Context: an optimization exercise on an open-source flow, tuned for small area, a short achievable clock period and few clock cycles. The choices shown serve that exercise and are no tape-out recipe.
The RTL was checked by simulation tests, not by an equivalence proof against the original design.
Power is estimated from default activity; no workload was simulated.

**flow/run.sh**
```bash
#!/bin/bash
# synth_recipe.tcl (not shown) runs the flow's synth.tcl, then flattens the netlist and writes it again
# the make line also repeats each setting of config.mk as NAME=value (left out here)
make -C /OpenROAD-flow-scripts/flow DESIGN_CONFIG=/design/flow/config.mk WORK_HOME=/design/flow/orfs CLKGATE_MAP_FILE= SYNTH_SCRIPT=/design/flow/synth_recipe.tcl finish
```
**flow/config.mk**
```make
export PLATFORM = sky130hd
export DESIGN_NAME = radixconv
export DESIGN_NICKNAME = radixconv
export VERILOG_FILES = /design/flow/design.v
export SDC_FILE = /design/flow/constraint.sdc
export NUM_CORES = 4
export LEC_CHECK = 0
export CAP_MARGIN = 20
export CORE_MARGIN = 2
export CORE_UTILIZATION = 40
export SLEW_MARGIN = 20
```
**flow/constraint.sdc**
```tcl
create_clock -name core_clock -period 10.0 [get_ports {clk}]
set_input_delay 2.0000 -clock core_clock [delete_from_list [all_inputs] [get_ports {clk}]]
set_output_delay 2.0000 -clock core_clock [all_outputs]
set_load 0.01 [all_outputs]
```
**flow/design.v**
```verilog
`timescale 1ns/1ps
module radixconv (
    input  wire        clk,
    input  wire        rst,
    input  wire        host_valid,
    input  wire        host_we,
    input  wire        host_buf,
    input  wire [6:0]  host_addr,
    input  wire [15:0] host_wdata,
    output reg  [15:0] host_rdata
);
    localparam BUF_SIZE = 128;
    localparam [3:0] ERR_ILLEGAL = 4'd1;
    localparam [3:0] ERR_WIDTH   = 4'd2;
    localparam [3:0] ERR_BOUNDS  = 4'd3;
    localparam [3:0] ERR_OVERLAP = 4'd4;
    localparam [3:0] ERR_SYMBOL  = 4'd5;
    localparam [3:0] ERR_BUSY    = 4'd6;
    localparam [2:0] E_IDLE   = 3'd0;
    localparam [2:0] E_START  = 3'd1;
    localparam [2:0] E_DIV    = 3'd2;
    localparam [2:0] E_CHECK  = 3'd3;
    localparam [2:0] E_MOVE   = 3'd4;
    localparam [2:0] E_STREAM = 3'd5;
    localparam [2:0] E_ALPHA  = 3'd6;
    reg [7:0]  buf_mem [0:BUF_SIZE-1];
    reg [15:0] cmdl, srcaddr, srclen, dstaddr, dstlen;
    reg        busy, done, err;
    reg [3:0]  errcode;
    wire [15:0] status = {8'h00, errcode, 1'b0, err, done, busy};
    reg [2:0]  state;
    reg [19:0] div_num;      
    reg [19:0] div_q;        
    reg [4:0]  div_rem;
    reg [4:0]  div_cnt;
    reg [19:0] m_len;        
    reg [15:0] work;
    reg [3:0]  workbits;
    reg [7:0]  cnt_i;        
    reg [7:0]  cnt_k;        
    reg [6:0]  rp, wp;       
    wire [3:0] op  = cmdl[15:12];
    wire [3:0] a_w = cmdl[11:8];
    wire [3:0] b_w = cmdl[7:4];
    wire       p_f = cmdl[3];
    wire op_conv   = (op == 4'h1);
    wire op_convip = (op == 4'h2);
    wire op_conv_any = op_conv | op_convip;
    wire emit_part = op_conv | p_f;    
    wire host_rd_reg = host_valid & ~host_we & ~host_buf;
    wire host_wr_reg = host_valid &  host_we & ~host_buf;
    wire host_acc_buf = host_valid & host_buf;
    wire [15:0] w = host_wdata;
    wire wr_cmd     = host_wr_reg & (host_addr[2:0] == 3'd0);
    wire wr_srcaddr = host_wr_reg & (host_addr[2:0] == 3'd2);
    wire wr_srclen  = host_wr_reg & (host_addr[2:0] == 3'd3);
    wire wr_dstaddr = host_wr_reg & (host_addr[2:0] == 3'd4);
    wire wr_param   = wr_srcaddr | wr_srclen | wr_dstaddr;
    wire is_srst = wr_cmd & (w == 16'hF000);
    reg legal;
    always @* begin
        case (w[15:12])
            4'h0, 4'h4, 4'h5, 4'h6, 4'h7, 4'hF: legal = (w[11:0] == 12'h000);
            4'h1: legal = (w[3:0] == 4'h0);
            4'h2: legal = (w[2:0] == 3'h0);
            default: legal = 1'b0;
        endcase
    end
    wire busy_violation = busy & (host_acc_buf | wr_param | (wr_cmd & ~is_srst));
    wire cmd_illegal = wr_cmd & ~is_srst & ~err & ~busy & ~legal;
    wire cmd_accept  = wr_cmd & ~is_srst & ~err & ~busy & legal & (w != 16'h0000);
    wire [15:0] n_len = srclen;
    wire width_bad = (a_w == 4'd0) | (a_w > 4'd8) | (b_w == 4'd0) | (b_w > 4'd8);
    wire [15:0] dbase = op_conv ? dstaddr : srcaddr;
    wire [20:0] src_end = {5'd0, srcaddr} + {5'd0, n_len};
    wire [20:0] dst_end = {5'd0, dbase} + {1'b0, m_len};
    wire src_ok = (n_len == 16'd0) | (src_end <= BUF_SIZE);
    wire dst_ok = (m_len == 20'd0) | (dst_end <= BUF_SIZE);
    wire overlap = op_conv & (n_len != 16'd0) & (m_len != 20'd0) &
                   ({5'd0, srcaddr} < dst_end) & ({5'd0, dstaddr} < src_end);
    wire [4:0] div_sh  = {div_rem[3:0], div_num[19]};
    wire       div_ge  = (div_sh >= {1'b0, b_w});
    wire [7:0] rd_byte = buf_mem[rp];
    wire [7:0] sym_mask = (8'hFF << a_w);
    wire       sym_bad  = |(rd_byte & sym_mask);
    wire [15:0] b_mask = ~(16'hFFFF << b_w);
    wire [15:0] work_in = work | ({8'd0, rd_byte} << workbits);
    reg [7:0] tbl_out;
    reg       tbl_bad;
    always @* begin
        tbl_out = 8'h00;
        tbl_bad = 1'b0;
        case (op)
            4'h4: begin  
                if (rd_byte >= 8'd32)      tbl_bad = 1'b1;
                else if (rd_byte < 8'd26)  tbl_out = 8'h61 + rd_byte;
                else                       tbl_out = 8'h32 + (rd_byte - 8'd26);
            end
            4'h5: begin  
                if (rd_byte >= 8'h61 && rd_byte <= 8'h7A)      tbl_out = rd_byte - 8'h61;
                else if (rd_byte >= 8'h32 && rd_byte <= 8'h37) tbl_out = rd_byte - 8'h32 + 8'd26;
                else                                           tbl_out = 8'h00;
            end
            4'h6: begin  
                if (rd_byte >= 8'd64)      tbl_bad = 1'b1;
                else if (rd_byte == 8'd0)  tbl_out = 8'h2C;
                else if (rd_byte == 8'd1)  tbl_out = 8'h2D;
                else if (rd_byte < 8'd12)  tbl_out = 8'h30 + (rd_byte - 8'd2);
                else if (rd_byte < 8'd38)  tbl_out = 8'h41 + (rd_byte - 8'd12);
                else                       tbl_out = 8'h61 + (rd_byte - 8'd38);
            end
            4'h7: begin  
                if (rd_byte == 8'h2C)                          tbl_out = 8'd0;
                else if (rd_byte == 8'h2D)                     tbl_out = 8'd1;
                else if (rd_byte >= 8'h30 && rd_byte <= 8'h39) tbl_out = rd_byte - 8'h30 + 8'd2;
                else if (rd_byte >= 8'h41 && rd_byte <= 8'h5A) tbl_out = rd_byte - 8'h41 + 8'd12;
                else if (rd_byte >= 8'h61 && rd_byte <= 8'h7A) tbl_out = rd_byte - 8'h61 + 8'd38;
                else                                           tbl_out = 8'h00;
            end
            default: ;
        endcase
    end
    reg       eng_we;
    reg [6:0] eng_waddr;
    reg [7:0] eng_wdata;
    reg       eng_fault;
    reg [3:0] eng_code;
    reg       eng_finish;
    always @* begin
        eng_we     = 1'b0;
        eng_waddr  = wp;
        eng_wdata  = 8'h00;
        eng_fault  = 1'b0;
        eng_code   = 4'd0;
        eng_finish = 1'b0;
        case (state)
            E_START: begin
                if (op_conv_any && width_bad) begin
                    eng_fault = 1'b1;
                    eng_code  = ERR_WIDTH;
                end
            end
            E_CHECK: begin
                if (!src_ok || !dst_ok) begin
                    eng_fault = 1'b1;
                    eng_code  = ERR_BOUNDS;
                end else if (overlap) begin
                    eng_fault = 1'b1;
                    eng_code  = ERR_OVERLAP;
                end else if (n_len == 16'd0) begin
                    eng_finish = 1'b1;
                end
            end
            E_MOVE: begin
                eng_we    = 1'b1;
                eng_wdata = rd_byte;
            end
            E_STREAM: begin
                if (workbits >= b_w && {12'd0, cnt_k} < m_len) begin
                    eng_we    = 1'b1;
                    eng_wdata = work[7:0] & b_mask[7:0];
                end else if ({8'd0, cnt_i} < n_len) begin
                    if (sym_bad) begin
                        eng_fault = 1'b1;
                        eng_code  = ERR_SYMBOL;
                    end
                end else if ({12'd0, cnt_k} < m_len) begin
                    eng_we     = 1'b1;
                    eng_wdata  = work[7:0] & b_mask[7:0];
                    eng_finish = 1'b1;
                end else begin
                    eng_finish = 1'b1;
                end
            end
            E_ALPHA: begin
                if (tbl_bad) begin
                    eng_fault = 1'b1;
                    eng_code  = ERR_SYMBOL;
                end else begin
                    eng_we    = 1'b1;
                    eng_waddr = rp;
                    eng_wdata = tbl_out;
                    if ({8'd0, cnt_i} == n_len - 16'd1)
                        eng_finish = 1'b1;
                end
            end
            default: ;
        endcase
    end
    wire host_buf_wr = host_valid & host_we & host_buf & ~busy;
    always @(posedge clk) begin
        if (host_buf_wr)
            buf_mem[host_addr] <= host_wdata[7:0];
        else if (busy && !busy_violation && !is_srst && eng_we && !eng_fault)
            buf_mem[eng_waddr] <= eng_wdata;
    end
    reg [15:0] reg_rd;
    always @* begin
        case (host_addr[2:0])
            3'd0: reg_rd = cmdl;
            3'd1: reg_rd = status;
            3'd2: reg_rd = srcaddr;
            3'd3: reg_rd = srclen;
            3'd4: reg_rd = dstaddr;
            3'd5: reg_rd = dstlen;
            default: reg_rd = 16'h0000;
        endcase
    end
    always @(posedge clk) begin
        if (host_valid && !host_we)
            host_rdata <= host_buf ? {8'h00, buf_mem[host_addr]} : reg_rd;
    end
    always @(posedge clk) begin
        if (rst || is_srst) begin
            cmdl     <= 16'h0000;
            srcaddr  <= 16'h0000;
            srclen   <= 16'h0000;
            dstaddr  <= 16'h0000;
            dstlen   <= 16'h0000;
            busy     <= 1'b0;
            done     <= 1'b0;
            err      <= 1'b0;
            errcode  <= 4'd0;
            state    <= E_IDLE;
        end else if (busy_violation) begin
            busy    <= 1'b0;
            done    <= 1'b0;
            err     <= 1'b1;
            errcode <= ERR_BUSY;
            state   <= E_IDLE;
        end else begin
            if (wr_srcaddr) srcaddr <= w;
            if (wr_srclen)  srclen  <= w;
            if (wr_dstaddr) dstaddr <= w;
            if (cmd_illegal) begin
                err     <= 1'b1;
                errcode <= ERR_ILLEGAL;
                done    <= 1'b0;
            end else if (cmd_accept) begin
                cmdl  <= w;
                busy  <= 1'b1;
                done  <= 1'b0;
                state <= E_START;
            end
            if (busy) begin
                if (eng_fault) begin
                    busy    <= 1'b0;
                    err     <= 1'b1;
                    errcode <= eng_code;
                    state   <= E_IDLE;
                end else if (eng_finish) begin
                    busy    <= 1'b0;
                    done    <= 1'b1;
                    dstlen  <= m_len[15:0];
                    state   <= E_IDLE;
                end else begin
                    case (state)
                        E_START: begin
                            work     <= 16'd0;
                            workbits <= 4'd0;
                            cnt_i    <= 8'd0;
                            cnt_k    <= 8'd0;
                            if (op_conv_any) begin
                                div_num <= n_len * a_w;
                                div_q   <= 20'd0;
                                div_rem <= 5'd0;
                                div_cnt <= 5'd0;
                                state   <= E_DIV;
                            end else begin
                                m_len <= {4'd0, n_len};
                                state <= E_CHECK;
                            end
                        end
                        E_DIV: begin
                            div_num <= {div_num[18:0], 1'b0};
                            div_rem <= div_ge ? (div_sh - {1'b0, b_w}) : div_sh;
                            div_q   <= {div_q[18:0], div_ge};
                            div_cnt <= div_cnt + 5'd1;
                            if (div_cnt == 5'd19) begin
                                m_len <= {div_q[18:0], div_ge} +
                                         {19'd0, emit_part & ((div_ge ? (div_sh - {1'b0, b_w}) : div_sh) != 5'd0)};
                                state <= E_CHECK;
                            end
                        end
                        E_CHECK: begin
                            if (op_convip && (b_w < a_w) && (m_len[7:0] != n_len[7:0])) begin
                                rp    <= srcaddr[6:0] + n_len[6:0] - 7'd1;
                                wp    <= srcaddr[6:0] + m_len[6:0] - 7'd1;
                                state <= E_MOVE;
                            end else begin
                                rp    <= srcaddr[6:0];
                                wp    <= dbase[6:0];
                                state <= op_conv_any ? E_STREAM : E_ALPHA;
                            end
                        end
                        E_MOVE: begin
                            rp    <= rp - 7'd1;
                            wp    <= wp - 7'd1;
                            cnt_i <= cnt_i + 8'd1;
                            if ({8'd0, cnt_i} == n_len - 16'd1) begin
                                cnt_i <= 8'd0;
                                rp    <= srcaddr[6:0] + m_len[6:0] - n_len[6:0];
                                wp    <= srcaddr[6:0];
                                state <= E_STREAM;
                            end
                        end
                        E_STREAM: begin
                            if (workbits >= b_w && {12'd0, cnt_k} < m_len) begin
                                work     <= work >> b_w;
                                workbits <= workbits - b_w;
                                cnt_k    <= cnt_k + 8'd1;
                                wp       <= wp + 7'd1;
                            end else if ({8'd0, cnt_i} < n_len) begin
                                work     <= work_in;
                                workbits <= workbits + a_w;
                                cnt_i    <= cnt_i + 8'd1;
                                rp       <= rp + 7'd1;
                            end
                        end
                        E_ALPHA: begin
                            cnt_i <= cnt_i + 8'd1;
                            rp    <= rp + 7'd1;
                        end
                        default: ;
                    endcase
                end
            end
        end
    end
endmodule
```
==> out/qor.txt <==
Post-DP HPWL: 160,000 um
ys flop type: edfxtp_1
Hold Startpoint: cmdl[2]
EDFF count, synth: 1,158
Worst-Skew Late Latency: 0.82 ns
RSZ-0062 raised after global routing: no
Hold EP: cmdl[2]
largest net degree at the start of global routing: 129
placer's final routability congestion estimate: 0.949
Final Skew: 0.0549 ns
Static Leak: 26.4 nW
P per Cell Area: 150 nW/um^2
#FFs+latches synth: 1,255
fin worst setup slack: 2.14 ns
Routed Antenna Nets: 0
Post-CTS Setup Inserts: 0
Reg2Reg Depth: 18
Final Critical Period: 7.86 ns
Port Buffers: 43
number of placed instances with taps included: 7,085
status: finished clean
Netlist cell types: 88
WHS Path Cells: 1
cts hold-fix bufs: 0
initial antenna violation count: 7
dpl ws: 2.14 ns
share of layout cells above drive strength 1: 18.9%
synth warn: 1
area grow syn2layout: 11.3%
final-report setup violation count: 0
Longest Clk Path Bufs: 3
slowest stage delay, CP: 1.08 ns
vias in the first global route: 45.5k
grt total ovfl: 0
worst endpoint required time: 10.45 ns
Via density: 6.35
CP arrival: 8.31 ns
final non-filler cell total: 7,347
row cnt: 152
part of the cycle the worst path needs: 78.6%
syn avg cell area: 14.0 sq um
clk sinks: 1,255
WP buf/inv: 5
first-pass GRT wire length: 333,000 um
fmax: 127 MHz
commonest cells after routing, fill and taps aside: edfxtp_1, mux4_2, nor2_1, mux2i_1, nand2_1
Synth Cell Area: 68,900 sq um
Top Family by Delay on Critical Path: simple AND/OR/NAND/NOR gates
crit path launch type: register
CP max-delay cell: nor2b_4
Fill cells: 15.1k
Synth area leaders: edfxtp_1, mux4_2, mux2i_1, ha_1, dfxtp_1
Tot Pwr: 11.5 mW
sequential-to-total area share from yosys stat: 53.3%
Slew Limit Fails: 0
critical path cell sequence: nor2b_4, buf_4, a22oi_1, nand3_1, a31oi_1, nor3_2, buf_4, ha_1, inv_1, nor4_1, nand4_1, o2111a_1, nand2_1, o211ai_1, a221oi_1, o21ai_4, buf_4, buf_4
die area: 176,000 sq um
Synth top area share: 50.5%
CP Class: register to register
via total after detailed routing: 46.7k
core area: 171,000 sq um
setup TNS: 0 ns
DR DRC count: 0
RR Endpoint: buf_mem[125][0]
Starting Density: 40.2%
Starting DRT DRC Count: 6,558
TritonRoute pass-1 iters: 6
Global Route Usage Sum: 26.2%
most common cell after layout, fill and taps aside: edfxtp_1
total routed wirelength: 232,000 um
Root Driver: clkbuf_16
CTS tree: done
Layout Nets: 5,144
Peak VDD IR: 0.000190 V
Hold WS: 0.479 ns
die width: 419 um
R2R setup slack: 2.14 ns
Syn Inst Count: 4,936
final-report hold violation count: 0
ys async rst share: 0%
PostCTS Resize Cnt: 0
Worst-Margin Slew: 1.21 ns
CP Max Fanout: 65
htree depth: 4
drt wl/cell: 31.6 um
Synthesized Nets: 5,162
Slew HR: 19.4%
Die H: 419 um
Num CTS Buffers: 141
Clk pin slew, worst setup/hold paths: 0.06 ns
crit-path most repeated cell: buf_4
max_cap viols: 0
post-synth top area cell: edfxtp_1
# IOs: 44
CP Capture Type: register
HP Class: register to register
-- routing by layer --
metal	vias up	global-route usage [%]	routed length [um]
li1	19549	-	-
met1	24045	35.2	91900
met2	2582	40.6	107000
met3	475	5.82	22000
met4	4	11.9	11800
met5	-	0	23
-- worst max path at each step --
stage / from / to / slack (ns) / cells past startpoint
after floorplan: register / buf_mem[0][4] / 0.80 / 19
after global placement: register / buf_mem[62][2] / 2.19 / 17
after detailed placement: cmdl[13] / cnt_i[3] / 2.14 / 23
after CTS: cmdl[13] / cnt_i[4] / 2.12 / 23
after global routing: cmdl[13] / cnt_k[3] / 1.60 / 23
final: register / buf_mem[125][0] / 2.14 / 18
-- cell families (layout without fill, tap and decap cells) --
family	Yosys count	after routing	synth area share, %
compound gates	810	810	7.89
xor+xnor	135	135	1.72
fa+ha+maj	198	198	3.99
buf+inv	475	574	2.91
flops	1255	1255	53.3
mux	911	911	22.4
other cells	0	2	0
simple gates	1152	1152	7.84
-- sequential cells by signal (all words and copies together), names as in the netlist, 3 cells and up, named ones only --
| signal | cells |
|---|---|
| work | 16 |
| m_len | 20 |
| srcaddr | 16 |
| errcode | 4 |
| host_rdata | 16 |
| srclen | 16 |
| div_q | 19 |
| div_num | 20 |
| cmdl | 16 |
| rp | 7 |
| dstaddr | 16 |
| buf_mem | 1024 |
| cnt_i | 8 |
| dstlen | 16 |
| cnt_k | 8 |
| workbits | 4 |
| div_cnt | 5 |
| div_rem | 4 |
| state | 3 |
| wp | 7 |
-- synth_stat cells, types with 46 or more instances --
cell type	number
buf_1	51
xnor2_1	79
mux4_2	499
a22oi_1	90
clkbuf_1	188
and3_1	51
nand2_1	272
edfxtp_1	1158
nor2_1	408
a21oi_1	192
inv_1	148
nor3_1	60
buf_2	50
mux2i_1	368
a211oi_1	46
dfxtp_1	97
nand3_1	124
o21ai_0	134
a21o_1	50
xor2_1	56
ha_1	162
-- where the power goes --
group          internal, mW  leakage (nW)  switching [mW]
clock                  2.86          2.20            2.32
sequential             5.73          11.4         0.00729
combinational         0.209          12.8           0.349
total                  8.80          26.4            2.68
-- layout make-up --
class                      count  area, sq um  area share [%]
antenna                        2         5.00         0.00653
clock inverter                89          945            1.23
sequential                  1255        36700            47.9
timing repair buffer         163         1490            1.94
clock buffer                 171         3650            4.76
tap                         2310         2890            3.77
multi-input combinational   3206        30400            39.7
inverter                     151          567           0.739
-- per-stage QoR --
stage	utilization, %	instance area (sq um)
after floorplan	-	68900
after global placement	42.0	72000
after detailed placement	42.1	72100
after CTS	44.7	76700
after global routing	44.7	76700
final	44.7	76700
Testbench counts, summed over its fixed seeds: cycles 60,651.

separate check: timing with driven ports:
In the flow no input, the clock included, has a driving cell. The finished layout below was timed again as built, in two steps.
Step 1: set_driving_cell puts a clkbuf_16 on clk and a buf_2 on each other input, an assumption about the parent block.
Step 2 adds t to the input delays and takes it off the output delays; t is the mean of the earliest and latest rising clock arrival at the registers after step 1. Input paths then give back, and output paths get back, about the clock's delay inside the block.
Slacks: ideal ports / drivers / drivers and shift; pairs: ideal ports / drivers.
shift t [ns]: 0.869
setup WS [ns]: 2.140 / 2.140 / 2.140
worst data-port slew with drivers (ns): 0.17
After both steps this run still meets setup and hold. The setup slack of this run moves by 0.000 ns with the drivers and by 0.000 ns with both steps.
